From an optimization exercise on the open Yosys and OpenROAD flow, aimed at small area; shortcuts taken in it are not production practice. Only simulation tests tie the RTL to the original design; equivalence was not proved.

## umber
## usbasp_seq
module usbasp_seq (
    input  wire        clk,
    input  wire        rst,
    input  wire        req_valid,
    output wire        req_ready,
    input  wire [1:0]  req_kind,
    input  wire [63:0] req_data,
    input  wire [3:0]  req_len,
    output wire        rsp_valid,
    output reg  [2:0]  rsp_code,
    output reg  [3:0]  rsp_len,
    output wire [63:0] rsp_data,
    output wire        tgt_valid,
    input  wire        tgt_ready,
    output wire [4:0]  tgt_op,
    output wire [31:0] tgt_addr,
    output wire [63:0] tgt_wdata,
    output wire [3:0]  tgt_len,
    input  wire [63:0] tgt_rdata,
    input  wire        rx_evt,
    input  wire [7:0]  rx_byte,
    input  wire        tx_evt,
    output wire        line_tx_valid,
    output wire [7:0]  line_tx_data,
    output reg         chan_en,
    output reg         rx_irq_en,
    output reg         tx_irq_en,
    output reg  [15:0] cfg_baud,
    output reg  [5:0]  cfg_mode
);
export LEC_CHECK = 0
export CAP_MARGIN = 20
export CORE_MARGIN = 2
export CORE_UTILIZATION = 40
export CTS_BUF_LIST = sky130_fd_sc_hd__clkbuf_16
export CTS_CLUSTER_DIAMETER = 150
export CTS_CLUSTER_SIZE = 22
export PLACE_DENSITY = 0.6
export SLEW_MARGIN = 20
create_clock -name core_clock -period 8.0 [get_ports {clk}]
standard.sh (not shown) runs the stock make flow with config.mk's settings and CLKGATE_MAP_FILE= SYNTH_SCRIPT=/design/flow/synth_recipe.tcl, a recipe that flattens the netlist after the stock synthesis.
==> flow/flow/run.sh <==
#!/bin/bash
# The standard layout (standard.sh) with three changes:
#  1. Synthesis maps the logic with an area-oriented ABC script (flow/abc.script)
#     in place of ORFS's abc_speed.script. The rest of synthesis is the standard
#     one (synth_recipe.tcl), so the registers are those of the standard synthesis.
#  2. The buffer put on every input and output port is the smallest buffer cell.
#  3. Clock tree synthesis gets the settings of config.mk (clkbuf_16, clusters of
#     22 sinks within 150 um) and inserts no dummy loads.
# Each step's output goes to a log of its own here (synth.log, standard.log) and
# ORFS's per-step logs under orfs/logs.
set -euo pipefail
here=$(pwd)
rm -rf "$here/scripts_abc"
cp -r "$FLOW_HOME/scripts" "$here/scripts_abc"
cp "$here/flow/abc.script" "$here/scripts_abc/abc_speed.script"
export BUFFER_PORTS_ARGS="-buffer_cell sky130_fd_sc_hd__buf_1"
export CTS_ARGS="-sink_clustering_enable -repair_clock_nets -buf_list sky130_fd_sc_hd__clkbuf_16 -sink_clustering_size 22 -sink_clustering_max_diameter 150 -dont_use_dummy_load"
SCRIPTS_DIR="$here/scripts_abc" bash standard.sh synth > synth.log 2>&1
bash standard.sh > standard.log 2>&1
==> flow/flow/abc.script <==
&get -n
&st
&deepsyn -T 60
&put
strash
ifraig
dc2
&get -n
&deepsyn -T 60
&dch -f
&nf -R 1000 -p -F 8 -A 4
&put
topo
dnsize -c
Looking at the reports, umber completed the entire flow and the layout it produced met the timing, DRC and antenna checks.
--- input diff umber..fjord ---
-- flow/flow/run.sh --
<<< umber, line 7
#  3. Clock tree synthesis gets the settings of config.mk (clkbuf_16, clusters of
#     22 sinks within 150 um) and inserts no dummy loads.
# Each step's output goes to a log of its own here (synth.log, standard.log) and
>>> fjord, line 7
#  3. Clock tree synthesis gets the settings of config.mk (clkbuf_16, clusters of
#     20 sinks within 150 um) and inserts no dummy loads.
# Each step's output goes to a log of its own here (synth.log, standard.log) and
<<< umber, line 16
export BUFFER_PORTS_ARGS="-buffer_cell sky130_fd_sc_hd__buf_1"
export CTS_ARGS="-sink_clustering_enable -repair_clock_nets -buf_list sky130_fd_sc_hd__clkbuf_16 -sink_clustering_size 22 -sink_clustering_max_diameter 150 -dont_use_dummy_load"
SCRIPTS_DIR="$here/scripts_abc" bash standard.sh synth > synth.log 2>&1
>>> fjord, line 16
export BUFFER_PORTS_ARGS="-buffer_cell sky130_fd_sc_hd__buf_1"
export CTS_ARGS="-sink_clustering_enable -repair_clock_nets -buf_list sky130_fd_sc_hd__clkbuf_16 -sink_clustering_size 20 -sink_clustering_max_diameter 150 -dont_use_dummy_load"
SCRIPTS_DIR="$here/scripts_abc" bash standard.sh synth > synth.log 2>&1
==> flow/flow/abc.script <==
&get -n
&st
&deepsyn -T 120
&dch -f
&nf -R 1000 -p -F 8 -A 4
&st
&syn2
&dch -f
&nf -R 1000 -p -F 8 -A 4
&put
topo
dnsize -c
-- flow/config.mk --
<<< umber, line 12
export CTS_CLUSTER_DIAMETER = 150
export CTS_CLUSTER_SIZE = 22
export PLACE_DENSITY = 0.6
>>> fjord, line 12
export CTS_CLUSTER_DIAMETER = 150
export CTS_CLUSTER_SIZE = 20
export PLACE_DENSITY = 0.6
--- outcome ---
Going from umber to fjord, synthesized cell count grew slightly. fjord packs its core more tightly than umber. Standard cell area after detailed placement grows slightly when moving from umber to fjord. umber -> fjord: area used by multi-input combinational logic increased by a few percent.

[separate check: timing with driven ports]
The results above use ideal ports. As a check the final layouts listed here were re-extracted and re-timed, cells and wires unchanged.
Step 1: set_driving_cell puts a clkbuf_16 on clk and a buf_2 on each other input, an assumption about the parent block.
Step 2 moves the port delays by t, midway between the first and last clock arrival at a register: inputs arrive t later, outputs are due t later. That takes back most of the time a late clock gives input paths.
Three values: no drivers, after step 1, after step 2; two values: the first two.
| run | t (ns) | setup WS [ns] | hold slack, ns | clock arrival spread, ns | cell pins on the clock port's net |
|---|---|---|---|---|---|
| umber | 0.587 | 1.554 / 1.554 / 1.554 | 0.354 / 0.354 / 0.354 | 0.070 / 0.071 | 1 |
| fjord | 0.605 | 1.598 / 1.598 / 1.598 | 0.341 / 0.341 / 0.341 | 0.070 / 0.070 | 1 |
After both steps every run listed still meets setup and hold.
